From an optimization exercise on the open Yosys and OpenROAD flow, aimed at a short achievable clock period and few clock cycles; shortcuts taken in it are not production practice.
Only simulation tests tie the RTL to the original design; equivalence was not proved.
Power figures rest on the tool's default switching activity, not on a simulated workload.

==> design/flow/design.v <==
module aqa32_core (
    input  wire        clk,
    input  wire        rst,           
    output reg         mem_req,
    output reg         mem_we,
    output reg  [7:0]  mem_addr,
    output reg  [31:0] mem_wdata,
    input  wire        mem_ready,
    input  wire [31:0] mem_rdata,
    output reg         out_valid,
    output reg         out_chr,       
    output reg  [31:0] out_value,
    input  wire        inp_avail,
    output reg         inp_take,
    output reg         halted,
    output reg         fault,
    output reg  [2:0]  fault_code,
    output reg  [31:0] fault_pc
);
    localparam [31:0] MEM_WORDS = 32'd256;
    localparam [31:0] DEV_DEC   = 32'd1;
    localparam [31:0] DEV_CHR   = 32'd2;
    localparam [31:0] CHAR_MAX  = 32'h0010FFFF;
    localparam [4:0] OP_LDR = 5'd0,  OP_STR = 5'd1,  OP_ADD = 5'd2,  OP_SUB = 5'd3,
                     OP_MOV = 5'd4,  OP_CMP = 5'd5,  OP_B   = 5'd6,  OP_BEQ = 5'd7,
                     OP_BNE = 5'd8,  OP_BGT = 5'd9,  OP_BLT = 5'd10, OP_AND = 5'd11,
                     OP_ORR = 5'd12, OP_EOR = 5'd13, OP_MVN = 5'd14, OP_LSL = 5'd15,
                     OP_LSR = 5'd16, OP_HALT = 5'd17, OP_INP = 5'd18, OP_OUT = 5'd19;
    localparam [2:0] F_RANGE  = 3'd2, F_OPCODE = 3'd3, F_MODE = 3'd4,
                     F_DEVICE = 3'd5, F_CHAR   = 3'd6;
    localparam [2:0] S_FETCH = 3'd0, S_WAIT = 3'd1, S_EXEC = 3'd2,
                     S_MEM   = 3'd3, S_LOAD = 3'd4, S_STOP = 3'd5;
    reg  [2:0]  state;
    reg  [31:0] pc;           
    reg  [31:0] rf [0:12];    
    reg  [31:0] ir;
    reg  signed [32:0] cmp;
    reg  [7:0]  ls_addr;
    reg  [31:0] ls_data;
    integer i;
    wire [4:0]  opcode   = ir[31:27];
    wire [3:0]  rn       = ir[26:23];
    wire [3:0]  rd       = ir[22:19];
    wire [2:0]  mode     = ir[18:16];
    wire [15:0] operand2 = ir[15:0];
    wire legal_opcode = opcode < 5'd20;
    wire legal_mode   = mode < 3'd2;
    wire uses_rn = (opcode == OP_ADD) || (opcode == OP_SUB) || (opcode == OP_AND) ||
                   (opcode == OP_ORR) || (opcode == OP_EOR) || (opcode == OP_LSL) ||
                   (opcode == OP_LSR) || (opcode == OP_CMP) || (opcode == OP_OUT);
    wire uses_rd = (opcode == OP_LDR) || (opcode == OP_STR) || (opcode == OP_ADD) ||
                   (opcode == OP_SUB) || (opcode == OP_MOV) || (opcode == OP_AND) ||
                   (opcode == OP_ORR) || (opcode == OP_EOR) || (opcode == OP_MVN) ||
                   (opcode == OP_LSL) || (opcode == OP_LSR);
    wire writes_rd = uses_rd && (opcode != OP_STR) && (opcode != OP_LDR);
    function [31:0] read_reg(input [3:0] idx);
        if (idx == 4'd13) read_reg = pc;
        else if (idx < 4'd13) read_reg = rf[idx];
        else read_reg = 32'd0;
    endfunction
    wire [31:0] a = read_reg(rn);
    wire [31:0] c = read_reg(rd);
    wire [31:0] b = read_reg(operand2[3:0]);
    wire [31:0] op2 = (mode == 3'd0) ? b : {16'd0, operand2};
    wire f_mode  = !legal_mode;
    wire f_op2   = (mode == 3'd0) && (operand2 >= 16'd14);
    wire f_rn    = uses_rn && (rn >= 4'd14);
    wire f_rd    = uses_rd && (rd >= 4'd14);
    wire f_data  = ((opcode == OP_LDR) || (opcode == OP_STR)) && (op2 >= MEM_WORDS);
    wire f_dev   = (opcode == OP_OUT) && (op2 != DEV_DEC) && (op2 != DEV_CHR);
    wire f_char  = (opcode == OP_OUT) && (op2 == DEV_CHR) && (a > CHAR_MAX);
    reg       exec_fault;
    reg [2:0] exec_code;
    always @(*) begin
        exec_fault = 1'b1;
        exec_code  = F_RANGE;
        if (!legal_opcode)                     exec_code = F_OPCODE;
        else if (f_mode)                       exec_code = F_MODE;
        else if (f_op2 || f_rn || f_rd || f_data) exec_code = F_RANGE;
        else if (f_dev)                        exec_code = F_DEVICE;
        else if (f_char)                       exec_code = F_CHAR;
        else                                   exec_fault = 1'b0;
    end
    reg [31:0] alu_y;
    always @(*) begin
        case (opcode)
            OP_ADD:  alu_y = a + op2;
            OP_SUB:  alu_y = a - op2;
            OP_AND:  alu_y = a & op2;
            OP_ORR:  alu_y = a | op2;
            OP_EOR:  alu_y = a ^ op2;
            OP_MVN:  alu_y = ~op2;
            OP_LSL:  alu_y = (op2 >= 32'd32) ? 32'd0 : (a << op2[4:0]);
            OP_LSR:  alu_y = (op2 >= 32'd32) ? 32'd0 : (a >> op2[4:0]);
            default: alu_y = op2;           
        endcase
    end
    wire signed [32:0] cmp_diff = $signed({1'b0, a}) - $signed({1'b0, op2});
    reg taken;
    always @(*) begin
        case (opcode)
            OP_B:    taken = 1'b1;
            OP_BEQ:  taken = (cmp == 33'sd0);
            OP_BNE:  taken = (cmp != 33'sd0);
            OP_BGT:  taken = (cmp > 33'sd0);
            OP_BLT:  taken = (cmp < 33'sd0);
            default: taken = 1'b0;
        endcase
    end
    always @(*) begin
        mem_req   = 1'b0;
        mem_we    = 1'b0;
        mem_addr  = pc[7:0];
        mem_wdata = ls_data;
        if (state == S_FETCH) begin
            mem_req = (pc < MEM_WORDS);
        end else if (state == S_MEM) begin
            mem_req  = 1'b1;
            mem_we   = (opcode == OP_STR);
            mem_addr = ls_addr;
        end
    end
    always @(*) begin
        inp_take = (state == S_EXEC) && !exec_fault && (opcode == OP_INP) && inp_avail;
    end
    always @(posedge clk) begin
        if (rst) begin
            state      <= S_FETCH;
            pc         <= 32'd0;
            ir         <= 32'd0;
            cmp        <= 33'sd0;
            ls_addr    <= 8'd0;
            ls_data    <= 32'd0;
            out_valid  <= 1'b0;
            out_chr    <= 1'b0;
            out_value  <= 32'd0;
            halted     <= 1'b0;
            fault      <= 1'b0;
            fault_code <= 3'd0;
            fault_pc   <= 32'd0;
            for (i = 0; i < 13; i = i + 1)
                rf[i] <= 32'd0;
        end else begin
            out_valid <= 1'b0;
            case (state)
                S_FETCH: begin
                    if (pc >= MEM_WORDS) begin
                        fault      <= 1'b1;
                        fault_code <= F_RANGE;
                        fault_pc   <= pc;
                        state      <= S_STOP;
                    end else if (mem_ready) begin
                        pc    <= pc + 32'd1;
                        state <= S_WAIT;
                    end
                end
                S_WAIT: begin
                    ir    <= mem_rdata;
                    state <= S_EXEC;
                end
                S_EXEC: begin
                    if (exec_fault) begin
                        fault      <= 1'b1;
                        fault_code <= exec_code;
                        fault_pc   <= pc - 32'd1;
                        state      <= S_STOP;
                    end else begin
                        state <= S_FETCH;
                        case (opcode)
                            OP_LDR, OP_STR: begin
                                ls_addr <= op2[7:0];
                                ls_data <= c;
                                state   <= S_MEM;
                            end
                            OP_CMP: cmp <= cmp_diff;
                            OP_B, OP_BEQ, OP_BNE, OP_BGT, OP_BLT: begin
                                if (taken) pc <= op2;
                            end
                            OP_HALT: begin
                                halted <= 1'b1;
                                state  <= S_STOP;
                            end
                            OP_INP: begin
                                if (!inp_avail) state <= S_EXEC;
                            end
                            OP_OUT: begin
                                out_valid <= 1'b1;
                                out_chr   <= (op2 == DEV_CHR);
                                out_value <= a;
                            end
                            default: begin
                                if (writes_rd) begin
                                    if (rd == 4'd13) pc <= alu_y;
                                    else rf[rd] <= alu_y;
                                end
                            end
                        endcase
                    end
                end
                S_MEM: begin
                    if (mem_ready)
                        state <= (opcode == OP_LDR) ? S_LOAD : S_FETCH;
                end
                S_LOAD: begin
                    if (rd == 4'd13) pc <= mem_rdata;
                    else rf[rd] <= mem_rdata;
                    state <= S_FETCH;
                end
                default: ;    
            endcase
        end
    end
endmodule
==> design/flow/run.sh <==
#!/bin/bash
# synth_recipe.tcl (not shown) runs the flow's synth.tcl, then flattens the netlist and writes it again
# the make line also repeats each setting of config.mk as NAME=value (left out here)
make -C /OpenROAD-flow-scripts/flow DESIGN_CONFIG=/design/flow/config.mk WORK_HOME=/design/flow/orfs CLKGATE_MAP_FILE= SYNTH_SCRIPT=/design/flow/synth_recipe.tcl finish
==> design/flow/config.mk <==
export PLATFORM = sky130hd
export DESIGN_NAME = aqa32_core
export DESIGN_NICKNAME = aqa32_core
export VERILOG_FILES = /design/flow/design.v
export SDC_FILE = /design/flow/constraint.sdc
export NUM_CORES = 4
export LEC_CHECK = 0
export CAP_MARGIN = 20
export CORE_MARGIN = 2
export CORE_UTILIZATION = 40
export PLACE_DENSITY = 0.6
export SLEW_MARGIN = 20
==> design/flow/constraint.sdc <==
create_clock -name core_clock -period 12.0 [get_ports {clk}]
set_input_delay 2.4000 -clock core_clock [delete_from_list [all_inputs] [get_ports {clk}]]
set_output_delay 2.4000 -clock core_clock [all_outputs]
set_load 0.01 [all_outputs]
==> run_results.csv <==
group,metric,value,unit
placed_design,io_buffers,149,
synth,synth_area_leaders,"edfxtp_1 (30%), mux4_2 (18%), dfxtp_1 (8.8%)",
clocking,cts_tree,"done",
floorplanning,initial_core_util,40.36,%
setup_path,critical_path_class,"flop to output pin",
finish,area_delta_synth_final,12.97,%
grt,grt_max_degree,85,
synth,yosysMostFrequentCell,"nor2_1",
synth,netlist_area,0.05075,mm2
synth,synthArstFlopShare,0,%
floorplanning,die_w,360.2,um
synth,synth_cell_types,102,
setup_path,critPathCaptureType,"output pin",
floorplanning,die_h,360.2,um
floorplanning,dieArea,0.1297,mm2
timing,relSlewSlack,16.64,%
clocking,clock-root-buffer,"clkbuf_16",
grt,grt_usage,35.48,%
synth,netlist_instances,4795,
detailed_routing,routed_wl,236300,um
detailed_routing,first_iter_violations,7443,
clocking,post_cts_buffers,0,
detailed_routing,drc,0,
min_path,hold_class,"flop to flop",
setup_path,worstPathMaxFanout,56,
clocking,htree_levels,3,
synth,syn_avg_cell_area,10.58,um2
setup_path,arrival,6680,ps
detailed_routing,vias,45240,
setup_path,worstSetupStartpointType,"flop",
floorplanning,rows,130,
synth,yosys-top-cells-count,"nor2_1 (737), edfxtp_1 (512), mux4_2 (411)",
outcome,status,"no timing/DRC/antenna violations",
synth,ys_seq_area_share,39.09,%
synth,synth_edf_count,512,
timing,min_period,9076,ps
synth,ys_ff_latch,735,
timing,drv_slew,0,
placed_design,dpl_cell_area,0.05427,mm2
finish,seqCellArea,0.01987,mm2
finish,fill_cells,11650,
clocking,cts_made_buffers,86,
timing,skew,63.50,ps
floorplanning,pin_count,150,
detailed_routing,viasPerCell,6.906,
timing,finalHoldViolCount,0,
timing,min_period_over_period,75.63,%
flow_run,maxCapViolCount,0,
finish,multi_input_area,0.02885,mm2
floorplanning,core_area,0.1257,mm2
clocking,cts.clk_slew.worst_paths,60,ps
synth,synth_top_area_share,30.30,%
detailed_routing,wl_per_cell,36.07,um
clocking,hold_buffers,0,
timing,worstMarginPinSlew,1237,ps
grt,grt_antenna_before_repair,8,
finish,drive_gt1_share,18.26,%
grt,first_global_vias,42870,
setup_path,crit_required,9600,ps
timing,tns,0,ps
clocking,cts_buffer_depth,3,
grt,grt_remaining_overflow,0,
finish,design_area,0.05733,mm2
timing,grt_setup_unrepaired,"false",
placed_design,gp_congestion,1.119,
detailed_routing,final_antenna_net_count,0,
grt,grt_pass1_wl,328500,um
power_and_ir_drop,leakagePower,20.25,nW
timing,setup_viol,0,
synth,synth_warnings,1,
placed_design,dp_hpwl,161100,um
clocking,clock_sinks,735,
power_and_ir_drop,ir_drop,0.0001642,V
synth,synth_area_leader_cell,"edfxtp_1",
finish,nets,4996,
synth,synthFlopType,"edfxtp_1",
timing,fmax,110.2,MHz
power_and_ir_drop,powerDensity,289.0,mW/mm2
clocking,clk_latency,720,ps
clocking,post_cts_resized,0,
detailed_routing,dr.pass1.iters,8,
path summary, 6_finish.rpt:
path / startpoint / to / slack (ps) / depth (start not counted)
max: flop / inp_take / 2920 / 13
min: cmp[14] / cmp[14] / 450 / 2
max reg2reg: flop / rf[15][28] / 3060 / 27
min reg2reg: cmp[14] / cmp[14] / 450 / 2
flip-flops by register name, summed over array words and instances (netlist names), 3 cells and up, named ones only:
signal	cells
rf	512
ls_data	32
fault_code	3
fault_pc	32
state	3
out_value	32
cmp	33
ir	32
ls_addr	8
pc	32
through the flow:
| step | cells | power, W | hold WS, ps | utilization [%] | worst slack, ps |
|---|---|---|---|---|---|
| after floorplan | 4826 | 0.009624 | 426.5 | - | 5132 |
| after global placement | 6384 | 0.01325 | 436.3 | 43.15 | 3450 |
| after detailed placement | 6385 | 0.01325 | 444.3 | 43.16 | 3365 |
| after CTS | 6545 | 0.01609 | 452.4 | 45.57 | 2747 |
| after global routing | 6547 | 0.01704 | 469.5 | 45.59 | 2694 |
| final | 6551 | 0.01657 | 449.2 | 45.60 | 2924 |
critical path: stages, from the launching register on:
cell and delay, ps:
dfxtp_4 830, buf_4 800, nor2b_1 340, a22oi_1 680
nand2_1 340, o31ai_1 370, nand4_1 320, nor4_4 470
nand3_2 120, buf_4 270, o31a_1 410, nor3_4 170
and3_1 200, clkdlybuf4s50_1 550
kinds of logic (layout without fill, tap and decap cells):
kind of cell | Yosys count | count (layout) | synth area share, %
simple gates | 1531 | 1531 | 13.25
xor+xnor | 136 | 136 | 2.347
other cells | 1 | 36 | 0.007389
buf+inv | 574 | 645 | 4.837
compound gates | 1049 | 1049 | 14.41
fa+ha+maj | 135 | 135 | 3.358
flops | 735 | 735 | 39.09
mux | 634 | 634 | 22.69
final cells by class:
| cell class | instances | share of cell area [%] |
|---|---|---|
| Sequential cell | 735 | 34.66 |
| Clock inverter | 54 | 1.253 |
| Clock buffer | 106 | 4.027 |
| Timing Repair Buffer | 349 | 5.229 |
| Multi-Input combinational cell | 3517 | 50.31 |
| Inverter | 136 | 0.8948 |
| Antenna cell | 4 | 0.01746 |
| Tap cell | 1650 | 3.601 |
routing by layer:
layer  track usage, %  wire (um)  vias up
met5                0         13        -
met2            51.85      99900     3676
met3            11.55      32380      875
li1                 -          -    18340
met1            44.16      83450    22350
met4            25.27      20570        2
report_power, final:
part / total [W] / internal (W) / switching, W
logic: 0.0103 / 0.00335 / 0.00694
registers: 0.00343 / 0.00308 / 0.000344
clock network: 0.00285 / 0.00166 / 0.00119
total: 0.0166 / 0.00810 / 0.00847
cell usage in the layout (no fill, tap or decap), types with 82 or more instances in the layout:
| cell type | count |
|---|---|
| a211oi_1 | 121 |
| clkbuf_16 | 87 |
| nor3_1 | 120 |
| mux4_2 | 411 |
| nand2_1 | 365 |
| mux2i_1 | 201 |
| xnor2_1 | 100 |
| a21oi_1 | 266 |
| clkdlybuf4s50_1 | 148 |
| a22oi_1 | 82 |
| dfxtp_1 | 212 |
| o21ai_0 | 118 |
| edfxtp_1 | 512 |
| inv_1 | 121 |
| nor2_1 | 736 |
| buf_4 | 197 |
| ha_1 | 133 |
Testbench counts, summed over its fixed seeds: cycles 106,449.

## afterwards: timing with drivers on the ports
No port has a modelled driver above. Below, the same layout with a new extraction and two added sets of constraints. Step 1, drivers: a clkbuf_16 drives clk and a buf_2 each remaining input, both assumed. Step 2 times the ports against the registers' clock, not the clock port: input delays grow and output delays shrink by t, the midpoint of the rising clock arrivals with the driver on. a / b / c = no drivers / after step 1 / after step 2; a / b = the first two.
shift t [ns]: 0.766
setup slack, ns: 2.924 / 2.851 / 3.059
worst setup path after step 2: register to register
After both steps this run still meets setup and hold. For this run, drivers alone change the setup slack by -0.073 ns; drivers and shift together by +0.135 ns.
